Background: an optimization exercise with open tools, aiming at small area, a short achievable clock period and few clock cycles. Do not read the settings as production practice.
In this exercise RTL edits were held to simulation tests only and were not proved equivalent to the original.

==> xenon <==
==> flow/design.v (excerpt) <==
module r62_idcodec (
    input  wire         clk,
    input  wire         rst,         
    input  wire         start,       
    input  wire         op,          
    input  wire [63:0]  now_ms,      
    input  wire [63:0]  ent_in,      
    input  wire [31:0]  len_in,      
    input  wire [175:0] text_in,     
    output wire         ready,
    output reg          done,
    output reg          gen_err,     
    output wire [2:0]   pstat,       
    output wire [127:0] val_out,     
    output wire [175:0] text_out,    
    output wire [63:0]  tsms_out,    
    output reg  [4:0]   errpos,      
    output reg  [7:0]   errchr       
);
Settings: LEC_CHECK=0, CAP_MARGIN=20, CORE_MARGIN=2, CORE_UTILIZATION=55, SLEW_MARGIN=20; clock period 12.0 ns.
standard.sh (not shown) runs the stock make flow with config.mk's settings and CLKGATE_MAP_FILE= SYNTH_SCRIPT=/design/flow/synth_recipe.tcl, a recipe that flattens the netlist after the stock synthesis.
==> flow/flow/run.sh <==
#!/bin/bash
set -euo pipefail
export SETUP_SLACK_MARGIN=7.7
export BUFFER_PORTS_ARGS="-buffer_cell sky130_fd_sc_hd__buf_1"
bash standard.sh > standard.log 2>&1
==> delta (differences from xenon) <==
--- a/flow/design.v
+++ b/flow/design.v
@@ -25,22 +25,20 @@
     localparam integer TS0   = 80 / K;      
     localparam [2:0] PS_OK       = 3'd1,
                      PS_BAD_LEN  = 3'd2,
                      PS_BAD_FMT  = 3'd3,
                      PS_DEC_ERR  = 3'd4,
                      PS_BAD_CRC  = 3'd5;
-    localparam [2:0] S_IDLE = 3'd0,
-                     S_GEN  = 3'd1,
-                     S_PREP = 3'd2,
-                     S_PAR  = 3'd3,
-                     S_FIN  = 3'd4;    
-    reg [2:0]   state;
+    localparam [1:0] S_IDLE = 2'd0,
+                     S_GEN  = 2'd1,
+                     S_PREP = 2'd2,
+                     S_PAR  = 2'd3;
+    reg [1:0]   state;
     reg [4:0]   cnt;
     reg [127:0] val;
     reg [131:0] dig;       
-    reg [21:0]  chr6;      
     reg [15:0]  crc;       
     reg [2:0]   pk;        
     reg         tcy;       
     reg [11:0]  tcin;      
     reg         ovf;       
     reg         crc_ok;    
@@ -106,34 +104,13 @@
                    p ? ~(x[3] ^ o2)   : x[3],
                    p ? ~(x[2] ^ o1)   : x[2],
                    p ? ~(x[1] ^ x[0]) : x[1],
                    x[0] ^ p};
         end
     endfunction
-    localparam [64:0] NEG_EPOCH = ~{1'b0, EPOCH_MS} + 65'd1;
-    wire [64:0] el_a = {now_ms[63], now_ms};
-    wire [64:0] el_g [0:7];
-    wire [64:0] el_p [0:7];
-    assign el_g[0] = el_a & NEG_EPOCH;
-    assign el_p[0] = el_a | NEG_EPOCH;
-    genvar lv, bt;
-    generate
-        for (lv = 0; lv < 7; lv = lv + 1) begin : g_lv
-            for (bt = 0; bt < 65; bt = bt + 1) begin : g_bt
-                if ((bt >> lv) & 1) begin : g_cmb
-                    assign el_g[lv+1][bt] = el_g[lv][bt] |
-                        (el_p[lv][bt] & el_g[lv][((bt >> lv) << lv) - 1]);
-                    assign el_p[lv+1][bt] = el_p[lv][bt] & el_p[lv][((bt >> lv) << lv) - 1];
-                end else begin : g_pass
-                    assign el_g[lv+1][bt] = el_g[lv][bt];
-                    assign el_p[lv+1][bt] = el_p[lv][bt];
-                end
-            end
-        end
-    endgenerate
-    wire [64:0] elapsed = el_a ^ NEG_EPOCH ^ {el_g[7][63:0], 1'b0};
+    wire [64:0] elapsed = {now_ms[63], now_ms} - {1'b0, EPOCH_MS};
     wire        ts_bad  = elapsed[64] | (|elapsed[63:48]);
     wire        len_bad = (len_in != 32'd22);
     genvar t;
     genvar s;
     wire [15:0] hcr [0:K];
     assign hcr[0] = 16'hFFFF;
@@ -199,13 +176,13 @@
         end
     endgenerate
     wire [131:0] pst [0:K];
     wire [22:0]  pbr [0:K-1];
     wire [15:0]  pcr [0:K];
     wire [K-1:0] pbit;
-    assign pst[0] = dig;
+    assign pst[0] = (state == S_PREP) ? pr_dig : dig;
     assign pcr[0] = crc;
     generate
         for (s = 0; s < K; s = s + 1) begin : g_ps
             wire [15:0] r;
             assign pbr[s][0] = 1'b0;
             for (t = 0; t < 22; t = t + 1) begin : g_pd
@@ -229,70 +206,52 @@
             assign tsms_out[4*t +: 4] = gs[3:0];
             if (t == 11) begin : g_top
                 assign tsms_out[48] = gs[4];
             end
         end
         for (t = 0; t < 22; t = t + 1) begin : g_txt
-            assign sym[175-8*t -: 8]      = sym_of(dig[131-6*t -: 6]);
-            assign sym_lo[131-6*t -: 6]   = sym[173-8*t -: 6];
-            assign text_out[175-8*t -: 8] = {1'b0, chr6[21-t], dig[131-6*t -: 6]};
+            assign text_out[175-8*t -: 8] = sym_of(dig[131-6*t -: 6]);
         end
     endgenerate
     assign tsms_out[63:49] = 15'd0;
-    wire [175:0] sym;
-    wire [131:0] sym_lo;
-    wire [21:0]  sym6;
-    generate
-        for (t = 0; t < 22; t = t + 1) begin : g_s6
-            assign sym6[21-t] = sym[174-8*t];
-        end
-    endgenerate
     always @(posedge clk) begin
         if (rst) begin
             state <= S_IDLE;
             done  <= 1'b0;
         end else begin
             done <= 1'b0;
             case (state)
             S_IDLE: begin
                 if (start) state <= op ? S_PREP : S_GEN;
             end
             S_GEN: begin
-                if (gen_err) begin
+                if (gen_err || cnt == NSTEP - 1) begin
                     done  <= 1'b1;
                     state <= S_IDLE;
-                end else if (cnt == NSTEP - 1) begin
-                    state <= S_FIN;
                 end
             end
-            S_FIN: begin
-                done  <= 1'b1;
-                state <= S_IDLE;
-            end
             S_PREP: begin
                 if (pk != 3'd0 || (|pr_inv)) begin
                     done  <= 1'b1;
                     state <= S_IDLE;
                 end else begin
                     state <= S_PAR;
                 end
             end
-            S_PAR: begin
+            default: begin    
                 if (cnt == NSTEP - 1) begin
                     done  <= 1'b1;
                     state <= S_IDLE;
                 end
             end
-            default: state <= S_IDLE;
             endcase
         end
     end
     always @(posedge clk) begin
         errpos <= pr_pos;
         errchr <= pr_c;
-        chr6   <= sym6;
         tcy    <= tc_sum[4];
         tcin   <= {tc_in, tcin[11:1]};
         ovf    <= (|dig[131:6]) | (|dig[5:K]);
         crc_ok <= (pcr[K] == CRC_RES);
         case (state)
         S_IDLE: begin
@@ -300,32 +259,26 @@
             pk      <= len_bad ? PS_BAD_LEN : 3'd0;
             val     <= {elapsed[43:0], ent_in[63:24],
                         op ? in_hi[43:20] : ent_in[23:0],
                         in_hi[19:4],
                         op ? in_hi[3:0] : elapsed[47:44]};
             dig     <= op ? in_lo : {128'd0, elapsed[47:44]};
-            crc     <= hcr[K];
+            crc     <= op ? 16'h0000 : hcr[K];
             cnt     <= {4'd0, ~op};
         end
         S_GEN: begin
             crc <= gcr[K];
             dig <= gst[K];
             val <= {val[127-K:0], feed};
             cnt <= cnt + 5'd1;
         end
-        S_PREP: begin
+        S_PREP: begin    
             if (pk == 3'd0 && (|pr_inv)) pk <= PS_BAD_FMT;
-            crc <= 16'h0000;
-            dig <= pr_dig;
-            val <= {pbit, val[127:K]};    
-            cnt <= 5'd0;
-        end
-        S_FIN: begin    
-            crc <= gcr[K];
-            dig <= sym_lo;
-            val <= val;
+            crc <= pcr[K];
+            dig <= pst[K];
+            val <= {pbit, val[127:K]};
             cnt <= cnt + 5'd1;
         end
         default: begin    
             crc <= pcr[K];
             dig <= pst[K];
             val <= {pbit, val[127:K]};
==> flow/flow/run.sh (replaced) <==
#!/bin/bash
set -euo pipefail
export SETUP_SLACK_MARGIN=7
export BUFFER_PORTS_ARGS="-buffer_cell sky130_fd_sc_hd__buf_1"
bash standard.sh > standard.log 2>&1
==> pepper (differences from xenon) <==
--- a/flow/design.v
+++ b/flow/design.v
@@ -106,34 +106,13 @@
                    p ? ~(x[3] ^ o2)   : x[3],
                    p ? ~(x[2] ^ o1)   : x[2],
                    p ? ~(x[1] ^ x[0]) : x[1],
                    x[0] ^ p};
         end
     endfunction
-    localparam [64:0] NEG_EPOCH = ~{1'b0, EPOCH_MS} + 65'd1;
-    wire [64:0] el_a = {now_ms[63], now_ms};
-    wire [64:0] el_g [0:7];
-    wire [64:0] el_p [0:7];
-    assign el_g[0] = el_a & NEG_EPOCH;
-    assign el_p[0] = el_a | NEG_EPOCH;
-    genvar lv, bt;
-    generate
-        for (lv = 0; lv < 7; lv = lv + 1) begin : g_lv
-            for (bt = 0; bt < 65; bt = bt + 1) begin : g_bt
-                if ((bt >> lv) & 1) begin : g_cmb
-                    assign el_g[lv+1][bt] = el_g[lv][bt] |
-                        (el_p[lv][bt] & el_g[lv][((bt >> lv) << lv) - 1]);
-                    assign el_p[lv+1][bt] = el_p[lv][bt] & el_p[lv][((bt >> lv) << lv) - 1];
-                end else begin : g_pass
-                    assign el_g[lv+1][bt] = el_g[lv][bt];
-                    assign el_p[lv+1][bt] = el_p[lv][bt];
-                end
-            end
-        end
-    endgenerate
-    wire [64:0] elapsed = el_a ^ NEG_EPOCH ^ {el_g[7][63:0], 1'b0};
+    wire [64:0] elapsed = {now_ms[63], now_ms} - {1'b0, EPOCH_MS};
     wire        ts_bad  = elapsed[64] | (|elapsed[63:48]);
     wire        len_bad = (len_in != 32'd22);
     genvar t;
     genvar s;
     wire [15:0] hcr [0:K];
     assign hcr[0] = 16'hFFFF;
==> run summary <==
| metric | pepper | delta | xenon |
|---|---|---|---|
| # clk buffers | 56 | 53 | 75 |
| Layout cell share with drive strength beyond 1 | 10.8% | 7.82% | 10.4% |
| Number of inserted filler cells in the final layout | 9357 | 9166 | 9393 |
| Clock Skew | 0.0240 ns | 0.0478 ns | 0.0480 ns |
| Placed cell count | 9374 | 9139 | 9384 |
| Critical path buffer and inverter count | 1 | 3 | 2 |
| Sequential share of cell area | 13.2% | 11.2% | 13.2% |
| Met3 global-route usage | 9.33% | 8.77% | 9.90% |
| Status | complete, no violations | complete, no violations | complete, no violations |
| Transition time of the tightest slew-check pin | 1.10 ns | 1.07 ns | 1.17 ns |
| Resized cells post-CTS | 104 | 87 | 105 |
| Routed wirelength normalized by instance count | 24.3 um | 23.7 um | 24.5 um |
| Post-detail-place hpwl | 168000 um | 162000 um | 167000 um |
| Setup WS post-layout | 7.30 ns | 6.98 ns | 7.41 ns |
| Layout net count | 8823 | 8528 | 8863 |
| FMAX | 0.213 GHz | 0.199 GHz | 0.218 GHz |
Testbench counts of xenon, summed over its fixed seeds: cycles 10,728.
Testbench counts of delta, summed over its fixed seeds: cycles 10,408.
Testbench counts of pepper, summed over its fixed seeds: cycles 10,728.

-- static timing again, ports no longer ideal --
Ports are ideal in the flow. The routed layouts listed here were re-timed in OpenROAD.
Step 1: set_driving_cell puts a clkbuf_16 on clk and a buf_2 on each other input, an assumption about the parent block.
Step 2, shift: input delay + t, output delay - t, t = (earliest + latest rising clock arrival at the registers) / 2. This alone moves slack from input paths to output paths.
Three values: no drivers, after step 1, after step 2; two values: the first two.
run | t, ns | setup slack, ns | hold WS [ns]
xenon | 0.741 | 7.409 / 7.441 / 6.700 | 0.355 / 0.355 / 0.355
delta | 0.728 | 6.976 / 6.901 / 6.547 | 0.356 / 0.356 / 0.356
pepper | 0.728 | 7.302 / 7.335 / 6.607 | 0.363 / 0.363 / 0.363
After both steps every run listed still meets setup and hold. For xenon, which loses most, drivers alone change the setup slack by +0.032 ns; drivers and shift together by -0.709 ns.
